This is an optimization exercise on Yosys and OpenROAD, whose aim is small area, not a production implementation.
The RTL was checked by simulation tests, not by an equivalence proof against the original design.
Power is estimated from default activity; no workload was simulated.

==> design.v <==
module ada_rx (
    input  wire        clk,
    input  wire        rst,         
    input  wire        in_valid,
    input  wire [7:0]  in_data,
    output wire        in_ready,
    output wire        out_valid,
    input  wire        out_ready,
    output wire [1:0]  out_kind,    
    output wire [31:0] out_data,
    output wire        out_last
);
    localparam integer NAME_MAX   = 32;
    localparam integer LEN_CAP    = 50000;
    localparam integer PBUF_BYTES = 128;
    localparam [2:0] SEEK_MARKER  = 3'd0,
                     READ_NAME    = 3'd1,
                     READ_LENGTH  = 3'd2,
                     READ_PAYLOAD = 3'd3,
                     READ_CRC     = 3'd4;
    localparam [7:0] ERR_CRC           = 8'h01,
                     ERR_OVERSIZE      = 8'h02,
                     ERR_UNKNOWN_NAME  = 8'h03,
                     ERR_NAME_TOO_LONG = 8'h04,
                     ERR_RESYNC        = 8'h05,
                     ERR_MALFORMED     = 8'h06,
                     ERR_ALLOC         = 8'h07;
    localparam [1:0] KIND_ERR  = 2'd1,
                     KIND_HDR  = 2'd2,
                     KIND_WORD = 2'd3;
    function [31:0] crc_update(input [31:0] c_in, input [7:0] b);
        integer k;
        reg [31:0] c;
        begin
            c = c_in ^ {24'd0, b};
            for (k = 0; k < 8; k = k + 1)
                c = c[0] ? ((c >> 1) ^ 32'hEDB88320) : (c >> 1);
            crc_update = c;
        end
    endfunction
    reg [2:0]   phase;
    reg [7:0]   mhist [0:2];           
    reg [1:0]   mh_len;                
    reg [255:0] name_sh;               
    reg [5:0]   name_len;
    reg [3:0]   name_id;
    reg [31:0]  len_acc;
    reg [1:0]   len_cnt;
    reg [31:0]  plen;
    reg [31:0]  pay_cnt;
    reg [7:0]   pbuf [0:PBUF_BYTES-1];
    reg [31:0]  crc_run;
    reg [31:0]  crc_acc;
    reg [1:0]   crc_cnt;
    reg         o_busy;
    reg [1:0]   o_kind;
    reg [31:0]  o_data;
    reg         o_last;
    reg [5:0]   o_nwords;
    reg [5:0]   o_widx;
    assign in_ready  = !o_busy;
    assign out_valid = o_busy;
    assign out_kind  = o_kind;
    assign out_data  = o_data;
    assign out_last  = o_last;
    wire       take = in_valid && in_ready;
    wire [7:0] b    = in_data;
    wire marker_hit = (mh_len == 2'd3) &&
                      (mhist[0] == 8'h7E) && (mhist[1] == 8'h41) &&
                      (mhist[2] == 8'h44) && (b == 8'h41);
    reg       name_known;
    reg [3:0] name_match;
    always @* begin
        name_known = 1'b1;
        name_match = 4'd0;
        if      (name_len ==  8 && name_sh[ 63:0] == "SetColor")       name_match = 4'd0;
        else if (name_len ==  7 && name_sh[ 55:0] == "Breathe")        name_match = 4'd1;
        else if (name_len ==  8 && name_sh[ 63:0] == "Gradient")       name_match = 4'd2;
        else if (name_len == 14 && name_sh[111:0] == "MovingGradient") name_match = 4'd3;
        else if (name_len ==  9 && name_sh[ 71:0] == "CrossFade")      name_match = 4'd4;
        else if (name_len ==  7 && name_sh[ 55:0] == "Rainbow")        name_match = 4'd5;
        else if (name_len ==  4 && name_sh[ 31:0] == "Fire")           name_match = 4'd6;
        else if (name_len ==  7 && name_sh[ 55:0] == "Twinkle")        name_match = 4'd7;
        else if (name_len == 10 && name_sh[ 79:0] == "NeuralDrop")     name_match = 4'd8;
        else if (name_len ==  9 && name_sh[ 71:0] == "WaterDrop")      name_match = 4'd9;
        else if (name_len ==  9 && name_sh[ 71:0] == "StartRain")      name_match = 4'd10;
        else if (name_len ==  8 && name_sh[ 63:0] == "StopRain")       name_match = 4'd11;
        else if (name_len ==  6 && name_sh[ 47:0] == "Status")         name_match = 4'd12;
        else if (name_len == 13 && name_sh[103:0] == "EncodedBuffer")  name_match = 4'd13;
        else if (name_len == 10 && name_sh[ 79:0] == "FullBuffer")     name_match = 4'd14;
        else if (name_len ==  9 && name_sh[ 71:0] == "SpeedTest")      name_match = 4'd15;
        else                                                          name_known = 1'b0;
    end
    wire [31:0] len_full = {b, len_acc[23:0]};
    wire [31:0] w0   = {pbuf[3], pbuf[2], pbuf[1], pbuf[0]};
    wire [31:0] w1   = {pbuf[7], pbuf[6], pbuf[5], pbuf[4]};
    wire [63:0] prod = w0 * w1;                   
    reg malformed;
    always @* begin
        case (name_id)
            4'd0:  malformed = (plen <  8) || ((plen -  8) % 4 != 0);   
            4'd1:  malformed = (plen != 12);                           
            4'd2:  malformed = (plen < 12) || ((plen - 12) % 4 != 0);   
            4'd3:  malformed = (plen < 12) || ((plen - 12) % 4 != 0);   
            4'd4:  malformed = (plen <  4) || ((plen -  4) % 4 != 0);   
            4'd5:  malformed = (plen !=  8);                           
            4'd6:  malformed = (plen != 12);                           
            4'd7:  malformed = (plen != 16);                           
            4'd8:  malformed = (plen !=  4);                           
            4'd9:  malformed = (plen != 12);                           
            4'd10: malformed = (plen !=  8);                           
            4'd11: malformed = (plen !=  0);                           
            4'd12: malformed = (plen !=  0);                           
            4'd13: malformed = (plen < 12) || ((plen - 12) % 8 != 0);   
            4'd14: malformed = (plen < 12) ||                           
                               ({prod, 2'b00} != {34'd0, plen - 32'd12});
            default: malformed = (plen != 0);                         
        endcase
    end
    reg        ev;            
    reg [7:0]  ev_code;       
    always @* begin
        ev      = 1'b0;
        ev_code = 8'h00;
        if (marker_hit) begin
            if (phase != SEEK_MARKER) begin
                ev = 1'b1; ev_code = ERR_RESYNC;
            end
        end else begin
            case (phase)
                READ_NAME:
                    if (b == 8'h00) begin
                        if (!name_known) begin
                            ev = 1'b1; ev_code = ERR_UNKNOWN_NAME;
                        end
                    end else if (name_len == NAME_MAX) begin
                        ev = 1'b1; ev_code = ERR_NAME_TOO_LONG;
                    end
                READ_LENGTH:
                    if (len_cnt == 2'd3) begin
                        if (len_full > LEN_CAP) begin
                            ev = 1'b1; ev_code = ERR_OVERSIZE;
                        end else if (len_full > PBUF_BYTES) begin
                            ev = 1'b1; ev_code = ERR_ALLOC;
                        end
                    end
                READ_CRC:
                    if (crc_cnt == 2'd3) begin
                        ev = 1'b1;
                        if ({b, crc_acc[23:0]} != ~crc_run)
                            ev_code = ERR_CRC;
                        else if (malformed)
                            ev_code = ERR_MALFORMED;
                    end
                default: ;
            endcase
        end
    end
    always @(posedge clk) begin
        if (rst) begin
            phase    <= SEEK_MARKER;
            mh_len   <= 2'd0;
            name_len <= 6'd0;
            name_id  <= 4'd0;
            len_acc  <= 32'd0;
            len_cnt  <= 2'd0;
            plen     <= 32'd0;
            pay_cnt  <= 32'd0;
            crc_run  <= 32'hFFFFFFFF;
            crc_acc  <= 32'd0;
            crc_cnt  <= 2'd0;
            o_busy   <= 1'b0;
            o_kind   <= 2'd0;
            o_data   <= 32'd0;
            o_last   <= 1'b0;
            o_nwords <= 6'd0;
            o_widx   <= 6'd0;
        end else begin
            if (o_busy && out_ready) begin
                if (o_last) begin
                    o_busy <= 1'b0;
                end else begin
                    o_kind <= KIND_WORD;
                    o_data <= {pbuf[4*o_widx+3], pbuf[4*o_widx+2],
                               pbuf[4*o_widx+1], pbuf[4*o_widx]};
                    o_last <= (o_widx + 6'd1 == o_nwords);
                    o_widx <= o_widx + 6'd1;
                end
            end
            if (take) begin
                mhist[0] <= mhist[1];
                mhist[1] <= mhist[2];
                mhist[2] <= b;
                if (marker_hit)
                    mh_len <= 2'd0;
                else if (mh_len != 2'd3)
                    mh_len <= mh_len + 2'd1;
                if (ev) begin
                    o_busy   <= 1'b1;
                    o_widx   <= 6'd0;
                    o_nwords <= plen[7:2];
                    if (ev_code != 8'h00) begin
                        o_kind <= KIND_ERR;
                        o_data <= {24'd0, ev_code};
                        o_last <= 1'b1;
                    end else begin
                        o_kind <= KIND_HDR;
                        o_data <= {16'd0, 2'b00, plen[7:2], 4'd0, name_id};
                        o_last <= (plen == 32'd0);
                    end
                end
                if (marker_hit || ev) begin
                    name_len <= 6'd0;
                    len_acc  <= 32'd0;
                    len_cnt  <= 2'd0;
                    plen     <= 32'd0;
                    pay_cnt  <= 32'd0;
                    crc_run  <= 32'hFFFFFFFF;
                    crc_acc  <= 32'd0;
                    crc_cnt  <= 2'd0;
                    phase    <= marker_hit ? READ_NAME : SEEK_MARKER;
                end else begin
                    case (phase)
                        READ_NAME:
                            if (b == 8'h00) begin
                                name_id <= name_match;
                                len_acc <= 32'd0;
                                len_cnt <= 2'd0;
                                phase   <= READ_LENGTH;
                            end else begin
                                name_sh  <= {name_sh[247:0], b};
                                name_len <= name_len + 6'd1;
                            end
                        READ_LENGTH:
                            if (len_cnt != 2'd3) begin
                                len_acc <= len_acc | ({24'd0, b} << (8 * len_cnt));
                                len_cnt <= len_cnt + 2'd1;
                            end else begin
                                plen    <= len_full;
                                pay_cnt <= 32'd0;
                                crc_run <= 32'hFFFFFFFF;
                                crc_acc <= 32'd0;
                                crc_cnt <= 2'd0;
                                len_cnt <= 2'd0;
                                phase   <= (len_full == 32'd0) ? READ_CRC : READ_PAYLOAD;
                            end
                        READ_PAYLOAD: begin
                            pbuf[pay_cnt[6:0]] <= b;
                            crc_run <= crc_update(crc_run, b);
                            pay_cnt <= pay_cnt + 32'd1;
                            if (pay_cnt + 32'd1 == plen)
                                phase <= READ_CRC;
                        end
                        READ_CRC:
                            if (crc_cnt != 2'd3) begin
                                crc_acc <= crc_acc | ({24'd0, b} << (8 * crc_cnt));
                                crc_cnt <= crc_cnt + 2'd1;
                            end
                        default: ;
                    endcase
                end
            end
        end
    end
endmodule
==> run.sh <==
#!/bin/bash
# synth_recipe.tcl (not shown) runs the flow's synth.tcl, then flattens the netlist and writes it again
# the make line also repeats each setting of config.mk as NAME=value (left out here)
make -C /OpenROAD-flow-scripts/flow DESIGN_CONFIG=/design/flow/config.mk WORK_HOME=/design/flow/orfs CLKGATE_MAP_FILE= SYNTH_SCRIPT=/design/flow/synth_recipe.tcl finish
==> config.mk <==
export PLATFORM = sky130hd
export DESIGN_NAME = ada_rx
export DESIGN_NICKNAME = ada_rx
export VERILOG_FILES = /design/flow/design.v
export SDC_FILE = /design/flow/constraint.sdc
export NUM_CORES = 4
export LEC_CHECK = 0
export CAP_MARGIN = 20
export CORE_MARGIN = 2
export CORE_UTILIZATION = 40
export SLEW_MARGIN = 20
==> constraint.sdc <==
create_clock -name core_clock -period 14.0 [get_ports {clk}]
set_input_delay 2.8000 -clock core_clock [delete_from_list [all_inputs] [get_ports {clk}]]
set_output_delay 2.8000 -clock core_clock [all_outputs]
set_load 0.01 [all_outputs]
==> run summary <==
Tcrit/Tclk final 68.32%; Overflow after GRT 0; cts repair resizes 0; Lkg Pwr 33.27 nW; Starting Density approximately two fifths; most instantiated cells after synthesis edfxtp_1, fa_1, nand2_1; max cap viols 0; nets 7959; Core Region 219500 sq um; hold path cells 0; WL/cell 24.38 um; share of post-route cells with drive strength above 1 10.01%; 1st-iter DRT viols 4532; Syn Std Cell Area 88220 sq um; Main synth FF type edfxtp_1; Crit path max-delay family adder cells; post-synth top area share 39.48%; vias in the first global route 58.10k; CP Depth 24; WP data required around 15 ns; Synth warnings 2; Final Max Slew Viols 0; H-tree depth 4; fmax 0.1046 GHz; async set-reset flop share out of synthesis 0%; overall power 0.008338 W; CTS clock-pin slew for the worst setup and hold paths 0.06 ns; clock buffer depth 3; Final Hold Vio Count 0; P&R area growth vs syn 9.156%; Die Area ~220000 sq um; initial antenna violation count 10; Setup Viol. Count Final 0; largest net degree at the start of global routing between 100 and 150; count leader, synth edfxtp_1; RSZ-0062 raised after global routing no; syn_area_per_cell 12.82 sq um; power density over cell area 86.58 nW/um^2; setup bufs post-CTS 0; Min-Delay Path Class flop to flop; Final Critical Period 9.564 ns; post-route setup TNS 0 ns; Net Count, Synth roughly 8k; # hold bufs at CTS 0; Pre-antenna DRT Iters 5; unique cell type count in the Yosys netlist a little under 90; Fin Clk Skew 0.04400 ns; all-layer global routing usage 21.43%; r2r worst-path depth 24; clock latency on the worst-skew pair 0.78 ns; slowest stage delay, CP 0.80 ns; first-pass GRT wire length about 360000 um; detailed-route via count 54.82k; Yosys reg bits 1371; cell count after synthesis about 6.9k; chip height 473.6 um; clk sinks around 1.4k; R2R Path Start pbuf[2][6]$_DFFE_PP_; worst-path maximum fanout 30; CP Launch Point pbuf[2][6]$_DFFE_PP_; status no timing/DRC/antenna violations; Critical Path Start Type flop; hold path start mhist[1][6]$_DFFE_PP_; Yosys top cell by area edfxtp_1; CP arrival 10.19 ns; DP Wirelength roughly 170000 um; via/cell ratio 5.619; ANT nets after route 0; Residual DRC 0; Cell Chain, Critical Path buf_4 > nand2_1 > fa_1 > fa_1 > fa_1 > fa_1 > fa_1 > fa_1 > fa_1 > fa_1 > inv_1 > ha_1 > a21oi_1 > o21ai_0 > a221oi_1 > o21ai_1 > a211oi_1 > o21ai_1 > or4_1 > a31oi_1 > nand4_1 > o31ai_1 > and2_1 > a211oi_1; Chip Width 473.6 um; layout filler cell count roughly 20k; EDFF count, synth between 1k and 1.5k; Worst-Margin Slew 1.125 ns; top post-synthesis cells by area edfxtp_1, fa_1, mux4_2, dfxtp_1, ha_1; Worst IR Drop VDD 0.0001487 V; worst rel slew slack 24.79%; Setup Crit Path Kind flop to flop; Crit path top cell by count fa_1; CP max-delay cell o31ai_1; CTS buffer count 141; CTS tree yes; GPL Wtd Cong 0.9301; IO Port Bufs 48; clock root buffer clkbuf_16; crit end category flop; CP Buf/Inv Count 2; row count about 170; # IOs 49; register area share after synthesis 44.27%; Detailed Route WL 237900 um; Antenna Cells 0
==> layer usage <==
metal / share of wire (%) / global-route usage, %
met1: 43 / 29.28
met5: 0.010 / 0
met3: 5.6 / 2.799
met2: 49 / 36.10
met4: 2.5 / 5.584
==> worst paths after layout <==
kind / endpoint / slack, ns
max: o_last$_SDFF_PP0_ / 4.44
min: mhist[0][6]$_DFFE_PP_ / 0.44
max reg2reg: o_last$_SDFF_PP0_ / 4.44
min reg2reg: mhist[0][6]$_DFFE_PP_ / 0.44
==> kinds of logic after synthesis <==
logic type,count (synthesis),synth area share [%]
AND/OR/NAND/NOR,2201,12.21
buffers and inverters,961,4.103
multiplexers,368,8.714
XOR/XNOR,264,2.621
AO/OA/AOI/OAI,543,3.818
flip-flops,1371,44.27
adder cells (fa/ha/maj),1173,24.26
==> per-stage QoR <==
step | util [%] | instances | instance area, sq um | setup slack [ns] | hold WS, ns
6_report | 43.87 | 9756 | 96300 | 4.436 | 0.4418
5_1_grt | 43.87 | 9756 | 96300 | 4.098 | 0.4551
4_1_cts | 43.87 | 9756 | 96290 | 4.510 | 0.4443
3_5_place_dp | 41.75 | 9502 | 91640 | 4.530 | 0.4291
3_3_place_gp | 41.75 | 9502 | 91640 | 4.485 | 0.4262
2_1_floorplan | - | 6881 | 88220 | 5.954 | 0.4166
==> cell type report <==
| cell class | count | area [sq um] | share of cell area, % |
|---|---|---|---|
| multi-input cells | 4549 | 45590 | 47.34 |
| flip-flops and latches | 1371 | 39070 | 40.57 |
| clock buffers | 179 | 3744 | 3.887 |
| well taps | 2871 | 3592 | 3.730 |
| inverters | 548 | 2057 | 2.136 |
| repair buffers | 163 | 1341 | 1.393 |
| clock inverters | 75 | 905.9 | 0.9407 |
==> state kept, by name, indices dropped and copies added, names as in the netlist, 2 cells and up <==
| signal | count |
|---|---|
| o_kind | 2 |
| name_len | 6 |
| pbuf | 1024 |
| crc_acc | 24 |
| len_acc | 24 |
| mhist | 24 |
| o_widx | 6 |
| o_nwords | 6 |
| len_cnt | 2 |
| crc_cnt | 2 |
| phase | 3 |
| name_id | 4 |
| mh_len | 2 |
| name_sh | 112 |
| pay_cnt | 32 |
| plen | 32 |
| o_data | 32 |
| crc_run | 32 |
==> placed cells by master, fill, tap and decap left out, types with 39 or more instances in the layout <==
master           count
edfxtp_1          1160
fa_1               896
nand2_1            855
inv_1              548
nor2_1             406
and2_1             387
mux4_2             320
ha_1               277
dfxtp_1            206
a21oi_1            203
xnor2_1            174
clkbuf_16          141
buf_4              121
o21ai_0            114
nor3_1              99
xor2_1              90
nand4_1             79
nand3_1             67
mux2i_1             48
nor4_1              45
clkdlybuf4s50_1     39
==> report_power, final <==
group / switching [W] / total, W / internal [W] / leakage (nW)
Clock: 0.00163 / 0.00379 / 0.00216 / 2.25
Combinational: 0.000101 / 0.000129 / 0.0000272 / 18.9
Sequential: 0.00000130 / 0.00442 / 0.00442 / 12.1
Total: 0.00173 / 0.00834 / 0.00661 / 33.3

==> what the ideal ports hide <==
The flow's constraints put no driver on any port. The routed layout listed below was extracted and timed again, unchanged, in two steps.
Step 1 (the two cells are an assumption about what drives the block):
set clk [get_ports {clk}]
set_driving_cell -lib_cell sky130_fd_sc_hd__clkbuf_16 $clk
set_driving_cell -lib_cell sky130_fd_sc_hd__buf_2 [delete_from_list [all_inputs] $clk]
Step 2 moves the port delays by t, midway between the first and last clock arrival at a register: inputs arrive t later, outputs are due t later. That takes back most of the time a late clock gives input paths.
Three values: no drivers, after step 1, after step 2; two values: the first two.
t, ns: 0.845
setup slack, ns: 4.436 / 4.436 / 4.436
worst setup path after step 2: register to register
clock arrival spread, ns: 0.051 / 0.050
After both steps this run still meets setup and hold. The setup slack of this run moves by 0.000 ns with the drivers and by 0.000 ns with both steps.
